This is an optimization exercise on Yosys and OpenROAD, whose aim is small area, not a production implementation.
In this exercise RTL edits were held to simulation tests only and were not proved equivalent to the original.
Power figures rest on the tool's default switching activity, not on a simulated workload.

$ cat run.sh
#!/bin/bash
# synth_recipe.tcl (not shown) runs the flow's synth.tcl, then flattens the netlist and writes it again
# the make line also repeats each setting of config.mk as NAME=value (left out here)
make -C /OpenROAD-flow-scripts/flow DESIGN_CONFIG=/design/flow/config.mk WORK_HOME=/design/flow/orfs CLKGATE_MAP_FILE= SYNTH_SCRIPT=/design/flow/synth_recipe.tcl finish
$ cat config.mk
export PLATFORM = sky130hd
export DESIGN_NAME = motrik_pwmfx
export DESIGN_NICKNAME = motrik_pwmfx
export VERILOG_FILES = /design/flow/design.v
export SDC_FILE = /design/flow/constraint.sdc
export NUM_CORES = 4
export LEC_CHECK = 0
export CAP_MARGIN = 20
export CORE_MARGIN = 2
export CORE_UTILIZATION = 40
export SLEW_MARGIN = 20
$ cat constraint.sdc
create_clock -name core_clock -period 140.0 [get_ports {clk}]
set_input_delay 28.0000 -clock core_clock [delete_from_list [all_inputs] [get_ports {clk}]]
set_output_delay 28.0000 -clock core_clock [all_outputs]
set_load 0.01 [all_outputs]
$ cat design.v
module pwmfx_timebase #(
    parameter TICK_THRESHOLD = 100
) (
    input  wire       clk,
    input  wire       rst,
    input  wire       timer_evt,
    input  wire       poll,
    input  wire       div_we,
    input  wire [7:0] div_data,
    input  wire       init_div,    
    output wire       tick,        
    output wire [7:0] div_n
);
    reg [15:0] tick_cnt;
    reg        tick_flag;
    reg [7:0]  div_q;
    wire [15:0] thr_div = TICK_THRESHOLD / {8'd0, div_q};
    wire [15:0] thr = (div_q == 8'd0) ? TICK_THRESHOLD[15:0] :
                      (thr_div == 16'd0) ? 16'd1 : thr_div;
    wire [16:0] cnt_inc = {1'b0, tick_cnt} + 17'd1;
    wire        reach   = (cnt_inc >= {1'b0, thr});
    wire [16:0] cnt_rem = cnt_inc % {1'b0, thr};
    assign tick  = poll & tick_flag;
    assign div_n = div_q;
    always @(posedge clk) begin
        if (rst) begin
            tick_cnt  <= 16'd0;
            tick_flag <= 1'b0;
            div_q     <= 8'd0;
        end else begin
            if (timer_evt) begin
                if (reach) begin
                    tick_cnt  <= cnt_rem[15:0];
                    tick_flag <= 1'b1;
                end else begin
                    tick_cnt  <= cnt_inc[15:0];
                    tick_flag <= tick_flag & ~poll;
                end
            end else begin
                tick_flag <= tick_flag & ~poll;
            end
            if (init_div)
                div_q <= 8'd0;
            else if (div_we)
                div_q <= div_data;
        end
    end
endmodule
module pwmfx_channel (
    input  wire       clk,
    input  wire       rst,
    input  wire       tick,         
    input  wire       sel,          
    input  wire [1:0] sel_mode,
    input  wire [7:0] sel_color,
    input  wire [7:0] sel_low,
    input  wire [7:0] sel_high,
    input  wire [7:0] sel_step,
    output wire [7:0] value
);
    localparam [1:0] M_OFF = 2'd0, M_SOLID = 2'd1, M_FLASH = 2'd2, M_FADE = 2'd3;
    reg [1:0] mode;
    reg [7:0] color, low, high, step, val;
    reg       phase;
    assign value = val;
    reg        fph;           
    reg [9:0]  fsum;          
    reg [9:0]  fmax;
    reg [7:0]  fval;
    reg        fph_n;
    always @(*) begin
        fph = phase;
        if (!phase && val >= high)
            fph = 1'b1;
        else if (phase && val <= low)
            fph = 1'b0;
        if (!fph)
            fsum = {2'b00, val} + {2'b00, step};
        else
            fsum = {2'b00, val} - {2'b00, step};
        if ($signed(fsum) < $signed({2'b00, low}))
            fmax = {2'b00, low};
        else
            fmax = fsum;
        if ($signed(fmax) > $signed({2'b00, high}))
            fval = high;
        else
            fval = fmax[7:0];
        fph_n = fph;
        if (fval == high)
            fph_n = 1'b1;
        if (fval == low)
            fph_n = 1'b0;
    end
    always @(posedge clk) begin
        if (rst) begin
            mode  <= M_OFF;
            color <= 8'd0;
            low   <= 8'd0;
            high  <= 8'd0;
            step  <= 8'd0;
            val   <= 8'd0;
            phase <= 1'b0;
        end else if (sel) begin
            mode  <= sel_mode;
            color <= sel_color;
            low   <= sel_low;
            high  <= sel_high;
            step  <= sel_step;
            phase <= 1'b0;
            case (sel_mode)
                M_SOLID: val <= sel_color;
                M_FADE:  val <= sel_low;
                default: val <= 8'd0;
            endcase
        end else if (tick) begin
            case (mode)
                M_FLASH: begin
                    phase <= ~phase;
                    val   <= phase ? 8'd0 : color;
                end
                M_FADE: begin
                    phase <= fph_n;
                    val   <= fval;
                end
                default: ;
            endcase
        end
    end
endmodule
module pwmfx_parser #(
    parameter N_OUT  = 16,
    parameter RX_MAX = 32
) (
    input  wire                 clk,
    input  wire                 rst,
    input  wire                 rx_valid,
    input  wire [7:0]           rx_data,
    output reg                  dispatch,    
    output wire [7:0]           cmd,         
    output wire [8*RX_MAX-1:0]  payload,     
    output reg  [2:0]           err,         
    output wire [7:0]           err_count
);
    localparam [7:0] START_BYTE = 8'h3C, END_BYTE = 8'h3E;
    localparam [7:0] CMD_INIT = 8'h00, CMD_FADE = 8'h01,
                     CMD_SET_VAL = 8'h02, CMD_SET_VAL_ALL = 8'h03;
    localparam [2:0] S_WAIT = 3'd0, S_SIZE = 3'd1, S_CMD = 3'd2,
                     S_DATA = 3'd3, S_VALIDATE = 3'd4;
    localparam [2:0] E_NONE = 3'd0, E_FRAME_SYNTAX = 3'd1,
                     E_FIELD_RANGE = 3'd2, E_BUFFER_OVERFLOW = 3'd3;
    localparam AW = $clog2(RX_MAX);
    reg [2:0] rx_state;
    reg [7:0] rx_size, rx_cmd, rx_count, errs;
    reg [7:0] rx_buf [0:RX_MAX-1];
    genvar g;
    generate
        for (g = 0; g < RX_MAX; g = g + 1) begin : g_payload
            assign payload[8*g +: 8] = rx_buf[g];
        end
    endgenerate
    assign cmd       = rx_cmd;
    assign err_count = errs;
    function [7:0] esize;
        input [7:0] c;
        case (c)
            CMD_INIT:        esize = 8'd0;
            CMD_FADE:        esize = 8'd4;
            CMD_SET_VAL:     esize = 8'd2;
            CMD_SET_VAL_ALL: esize = N_OUT;
            default:         esize = 8'hFF;
        endcase
    endfunction
    function dom;
        input [7:0] i;
        input [7:0] v;
        dom = (i == 8'd1) ? (v <= 8'd1) : 1'b1;
    endfunction
    wire is_cmd = (rx_data == CMD_INIT) || (rx_data == CMD_FADE) ||
                  (rx_data == CMD_SET_VAL) || (rx_data == CMD_SET_VAL_ALL);
    reg fv;
    always @(*) begin
        fv = 1'b0;
        case (rx_cmd)
            CMD_SET_VAL:
                case (rx_count)
                    8'd0:    fv = (rx_data >= 8'd1) && (rx_data <= N_OUT);
                    8'd1:    fv = dom(rx_buf[0], rx_data);
                    default: fv = 1'b0;
                endcase
            CMD_FADE:
                case (rx_count)
                    8'd0:    fv = (rx_data >= 8'd1) && (rx_data <= N_OUT);
                    8'd1:    fv = dom(rx_buf[0], rx_data);
                    8'd2:    fv = dom(rx_buf[0], rx_data) && (rx_data >= rx_buf[1]);
                    8'd3:    fv = 1'b1;
                    default: fv = 1'b0;
                endcase
            CMD_SET_VAL_ALL:
                fv = (rx_count < N_OUT) && dom(rx_count + 8'd1, rx_data);
            default:
                fv = 1'b0;
        endcase
    end
    integer k;
    reg     clear;    
    reg     count_err;
    always @(*) begin
        err       = E_NONE;
        dispatch  = 1'b0;
        clear     = 1'b0;
        count_err = 1'b0;
        if (rx_valid) begin
            case (rx_state)
                S_WAIT:
                    if (rx_data != START_BYTE)
                        err = E_FRAME_SYNTAX;
                S_SIZE:
                    if (rx_data >= RX_MAX) begin
                        err   = E_BUFFER_OVERFLOW;
                        clear = 1'b1;
                    end
                S_CMD:
                    if (!(is_cmd && rx_size == esize(rx_data))) begin
                        err   = E_FIELD_RANGE;
                        clear = 1'b1;
                    end
                S_DATA:
                    if (rx_data == START_BYTE || rx_data == END_BYTE || !fv) begin
                        err   = E_FIELD_RANGE;
                        clear = 1'b1;
                    end
                S_VALIDATE: begin
                    clear = 1'b1;
                    if (rx_data == END_BYTE) begin
                        dispatch = 1'b1;
                    end else begin
                        err       = E_FRAME_SYNTAX;
                        count_err = 1'b1;
                    end
                end
                default:
                    clear = 1'b1;
            endcase
        end
    end
    always @(posedge clk) begin
        if (rst) begin
            rx_state <= S_WAIT;
            rx_size  <= 8'd0;
            rx_cmd   <= 8'd0;
            rx_count <= 8'd0;
            errs     <= 8'd0;
            for (k = 0; k < RX_MAX; k = k + 1)
                rx_buf[k] <= 8'd0;
        end else if (rx_valid) begin
            if (count_err)
                errs <= errs + 8'd1;
            if (clear) begin
                rx_state <= S_WAIT;
                rx_size  <= 8'd0;
                rx_cmd   <= 8'd0;
                rx_count <= 8'd0;
                for (k = 0; k < RX_MAX; k = k + 1)
                    rx_buf[k] <= 8'd0;
            end else begin
                case (rx_state)
                    S_WAIT:
                        if (rx_data == START_BYTE)
                            rx_state <= S_SIZE;
                    S_SIZE: begin
                        rx_size  <= rx_data;
                        rx_state <= S_CMD;
                    end
                    S_CMD: begin
                        rx_cmd   <= rx_data;
                        rx_state <= (rx_size == 8'd0) ? S_VALIDATE : S_DATA;
                    end
                    S_DATA: begin
                        rx_buf[rx_count[AW-1:0]] <= rx_data;
                        rx_count         <= rx_count + 8'd1;
                        if (rx_count + 8'd1 == rx_size)
                            rx_state <= S_VALIDATE;
                    end
                    default: ;
                endcase
            end
        end
    end
endmodule
module motrik_pwmfx (
    input  wire         clk,
    input  wire         rst,
    input  wire         timer_evt,
    input  wire         poll,
    input  wire         rx_valid,
    input  wire [7:0]   rx_data,
    input  wire         div_we,
    input  wire [7:0]   div_data,
    output wire [127:0] duty,        
    output wire [7:0]   err_count,
    output reg  [2:0]   err,         
    output reg          consumed,    
    output reg  [2:0]   disp         
);
    localparam N_OUT          = 16;
    localparam RX_MAX         = 32;
    localparam TICK_THRESHOLD = 100;
    localparam [7:0] CMD_INIT = 8'h00, CMD_FADE = 8'h01,
                     CMD_SET_VAL = 8'h02, CMD_SET_VAL_ALL = 8'h03;
    localparam [1:0] M_OFF = 2'd0, M_SOLID = 2'd1, M_FADE = 2'd3;
    localparam [2:0] D_NONE = 3'd0, D_SET_OUTPUT = 3'd1, D_INIT = 3'd2,
                     D_FADE = 3'd3, D_SET_ALL = 3'd4;
    wire                dispatch;
    wire [7:0]          cmd;
    wire [8*RX_MAX-1:0] payload;
    wire [2:0]          rx_err;
    wire                tick;
    wire [7:0]          div_n;
    wire do_init    = dispatch && (cmd == CMD_INIT);
    wire do_fade    = dispatch && (cmd == CMD_FADE);
    wire do_set_val = dispatch && (cmd == CMD_SET_VAL);
    wire do_set_all = dispatch && (cmd == CMD_SET_VAL_ALL);
    wire [7:0] p0 = payload[7:0];
    wire [7:0] p1 = payload[15:8];
    wire [7:0] p2 = payload[23:16];
    wire [7:0] p3 = payload[31:24];
    pwmfx_timebase #(.TICK_THRESHOLD(TICK_THRESHOLD)) u_tb (
        .clk(clk), .rst(rst),
        .timer_evt(timer_evt), .poll(poll),
        .div_we(div_we), .div_data(div_data),
        .init_div(do_init),
        .tick(tick), .div_n(div_n)
    );
    pwmfx_parser #(.N_OUT(N_OUT), .RX_MAX(RX_MAX)) u_parser (
        .clk(clk), .rst(rst),
        .rx_valid(rx_valid), .rx_data(rx_data),
        .dispatch(dispatch), .cmd(cmd), .payload(payload),
        .err(rx_err), .err_count(err_count)
    );
    genvar i;
    generate
        for (i = 0; i < N_OUT; i = i + 1) begin : g_ch
            reg       sel;
            reg [1:0] sel_mode;
            reg [7:0] sel_color, sel_low, sel_high, sel_step;
            always @(*) begin
                sel       = 1'b0;
                sel_mode  = M_OFF;
                sel_color = 8'd0;
                sel_low   = 8'd0;
                sel_high  = 8'd0;
                sel_step  = 8'd0;
                if (do_init) begin
                    sel = 1'b1;
                end else if (do_set_all) begin
                    sel       = 1'b1;
                    sel_mode  = M_SOLID;
                    sel_color = payload[8*i +: 8];
                end else if (do_set_val && p0 == i + 1) begin
                    sel       = 1'b1;
                    sel_mode  = M_SOLID;
                    sel_color = p1;
                end else if (do_fade && p0 == i + 1) begin
                    sel      = 1'b1;
                    sel_mode = M_FADE;
                    sel_low  = p1;
                    sel_high = p2;
                    sel_step = p3;
                end
            end
            pwmfx_channel u_ch (
                .clk(clk), .rst(rst), .tick(tick),
                .sel(sel), .sel_mode(sel_mode), .sel_color(sel_color),
                .sel_low(sel_low), .sel_high(sel_high), .sel_step(sel_step),
                .value(duty[8*i +: 8])
            );
        end
    endgenerate
    always @(posedge clk) begin
        if (rst) begin
            err      <= 3'd0;
            consumed <= 1'b0;
            disp     <= D_NONE;
        end else begin
            err      <= rx_err;
            consumed <= tick;
            if (do_init)
                disp <= D_INIT;
            else if (do_fade)
                disp <= D_FADE;
            else if (do_set_val)
                disp <= D_SET_OUTPUT;
            else if (do_set_all)
                disp <= D_SET_ALL;
            else
                disp <= D_NONE;
        end
    end
endmodule
==> run summary <==
cells in the mapped netlist, types with 31 or more instances:
library cell and count:
nand3_1 252, nand4_1 123, xor2_1 166, o22ai_1 31, o211ai_1 62, clkbuf_1 389
a31oi_1 124, o21a_1 144, a21oi_1 926, nand2_1 1114, o21ai_1 46, and2_1 220
nor2_1 1182, nor3_1 307, ha_1 1148, mux2i_1 255, edfxtp_1 128, o21ai_0 898
nand3b_1 55, mux2_2 151, a311oi_1 36, o31ai_1 85, or3_1 57, xnor2_1 489
a221oi_1 45, nor2b_1 218, fa_1 33, buf_2 32, or2_2 44, a211oi_1 165
and3_1 71, dfxtp_1 754, o21bai_1 119, a22oi_1 162, nor4_1 71, nand2b_1 261
a21o_1 317, inv_1 595
timing repair:
action | in CTS | in global routing
setup endpoints to repair | 0 | 16
resized for setup | 0 | 10
buffers inserted | 0 | 0
per-stage QoR:
stage | std cells | hold slack (ns)
floorplan | 11900 | 0.425
global placement | 14800 | 0.436
detailed placement | 14800 | 0.445
CTS | 14900 | 0.455
global route | 14900 | 0.466
finish | 15000 | 0.454
cell type report:
cell class | instances | area, µm²
fillers | 22700 | 127000
multi-input cells | 9945 | 68400
flip-flops and latches | 882 | 18900
well taps | 3009 | 3760
clock buffers | 143 | 2930
repair buffers | 310 | 2750
inverters | 606 | 2270
clock inverters | 50 | 639
diodes | 6 | 15.0
layout by cell type, fill, tap and decap left out, types with 128 or more instances in the layout:
cell,instances
clkdlybuf4s50_1,162
a211oi_1,163
xnor2_1,489
nor2_1,1169
nor3_1,296
and2_1,219
xor2_1,166
a21o_1,317
dfxtp_1,753
ha_1,1148
o21ai_0,890
buf_4,145
edfxtp_1,128
nand2_1,1112
nand2b_1,245
mux2i_1,255
a22oi_1,162
mux2_2,151
nor2b_1,217
o21a_1,143
a21oi_1,918
inv_1,595
nand3_1,252
registers in the layout, indices dropped and copies added, names as in the netlist, 16 cells and up:
name,flops
g_ch.u_ch.step,128
g_ch.u_ch.mode,32
g_ch.u_ch.low,128
u_parser.rx_buf,128
g_ch.u_ch.color,128
g_ch.u_ch.high,128
u_tb.tick_cnt,16
g_ch.u_ch.phase,16
g_ch.u_ch.val,128
cells by family (layout without fill, tap and decap cells):
family | Yosys count | count (layout) | synth area share, %
muxes | 411 | 411 | 4.74
xor gates and xnor gates | 658 | 658 | 6.35
AOI/OAI and AO/OA | 3569 | 3569 | 25.3
buffers and inverters | 1063 | 1109 | 4.46
and+or+nand+nor | 4125 | 4125 | 21.9
DFF | 882 | 882 | 20.8
adders and majority gates | 1181 | 1181 | 16.5
other | 1 | 7 | 0.00411
routing by layer:
layer  up-vias  track usage (%)  routed length (µm)
li1      42900                -                   -
met1     42700             37.1              148000
met2      3197             43.8              146000
met3       650             4.23               24300
met4        10             10.1               13400
met5         -            0.104                  93
==> run summary <==
- Final min period: 127.48 ns
- Switch share: 67.0%
- HP Start: g_ch[3].u_ch.color[4]
- 1st-iter DRT viols: 7,936
- CP Capture Type: flop
- Combinational power: 132 mW
- Fin nets: 13,100
- Post-Syn Area per Cell: 7.67 µm²
- Maximum clock frequency: 7.84 MHz
- Max FO, Critical Path: 32
- Die area: 0.232 mm²
- I/O pin count: 165
- Antenna viol nets, final: 0
- DR WL/cell: 22.2 µm
- CP arrival: 128.11 ns
- CTS tree: built
- Yosys cell types: 139
- Vias post-DR: 89,500
- Post-synth EDFFs: 128
- Initial antenna violation count: 26
- Clk pin slew, worst setup/hold paths: 0.06 ns
- Reg2reg end: u_tb.tick_cnt[15]
- Cells after Synth: 11,900
- Total power: 133 mW
- Worst hold-check path type: flop to flop
- Hold Fails Final Rpt: 0
- Hold_buf cts: 0
- Slew at the pin with the worst max-slew slack: 1.22 ns
- Slew margin rel.: 18.6%
- Post-Syn Nets: 13,100
- Register area share after synthesis: 20.8%
- Synth top area cells: dfxtp_1, ha_1, a21oi_1
- H-tree level count: 3
- Final wirelength: 332,000 µm
- Post-DP Area: 0.0960 mm²
- Vias in the first global route: 85,400
- Die Y: 481 µm
- Flop+latch power: 0.264 mW
- Largest Pwr Group: combinational cells
- Routed vias/inst: 5.99
- Worst Hold End: g_ch[3].u_ch.color[4]
- Reg2reg start: u_tb.div_q[0]
- Num Clock Sinks: 882
- CP delay by family, top: compound AO/OA/AOI/OAI gates
- CTS Buffer Depth: 3
- Final Cycle Share: 91.1%
- Clock-net power: 0.287 mW
- Number of I/O port buffers: 163
- Critical Path Stages: 593
- First-pass GRT wire length: 504,000 µm
- Finished layout cell area: 0.0997 mm²
- Die width: 481 µm
- HPWL Detailed: 246,000 µm
- Skew-Pair Late Insertion Delay: 0.76 ns
- Share of total power in sequential cells: 0.2%
- Post-synth top area share: 16.6%
- Status: timing/DRC/antenna clean
- DRT Pass-1 Iters: 8
- TritonCTS buffer count: 103
- # setup viols final: 0
- Cell Area, Synth: 0.0911 mm²
- Top FF cell, synth: dfxtp_1
- Clk pwr share: 0.2%
- CP max stage delay: 0.77 ns
- P_int: 43.8 mW
- Remaining DRCs: 0
- Max-Cap Viols: 0
- Final core occ: 43.9%
- # rows: 175
- Hold depth: 2
- Pin count of the biggest net entering global routing: 128
- CTS root buf: clkbuf_16
- Peak supply drop: 2.76 mV
- Max Slew Vio Count: 0
- Area grow syn2layout: 9.37%
- Worst-path cell with the longest stage delay: dfxtp_2
- Post-route setup slack: 12.52 ns
- CP bufs+invs: 33
- Leak Pwr: 38.8 nW
- RSZ-0062 raised after global routing: false
- R2R Setup Slk: 12.52 ns
- Setup_tns: 0 ns
- P per Cell Area: 1330 mW/mm²
- Synth warn: 4
- Worst Clk Skew: 0.0498 ns
- Worst Reg2Reg Path Length in Cells: 593
- WS Path Type: flop to flop
- Ys async rst share: 0%
- Starting Density: 40.1%
- CP startpoint: u_tb.div_q[0]
- Worst EP required: 140.63 ns
- Most used cell, CP: o21a_1
- Flops & latches, synth: 882
- Yosys top cell by area: dfxtp_1
- Share of layout cells above drive strength 1: 5.91%
- Switching pwr: 88.7 mW
- Total core area: 0.227 mm²
- Comb power frac: 99.6%
- Place WS: 12.25 ns
- Crit start category: flop
- Crit path to: u_tb.tick_cnt[15]
- Placer Congestion: 0.958
- GR Overflow Total: 0
- Global Route Usage Sum: 27.4%

-- what the ideal ports hide --
How much do the figures lean on ideal ports? The routed layout below was timed once more, with nothing changed but the port constraints.
Step 1 assumes that a clkbuf_16 drives the clock port and a buf_2 every other input.
Step 2 adds t to the input delays and takes it off the output delays; t is the mean of the earliest and latest rising clock arrival at the registers after step 1. Input paths then give back, and output paths get back, about the clock's delay inside the block.
Three values: no drivers, after step 1, after step 2; two values: the first two.
shift t [ns]: 0.822
slack for setup (ns): 12.520 / 12.520 / 12.520
hold slack, ns: 0.454 / 0.454 / 0.454
clock arrival spread, ns: 0.053 / 0.053
After both steps this run still meets setup and hold. The setup slack of this run moves by 0.000 ns with the drivers and by 0.000 ns with both steps.
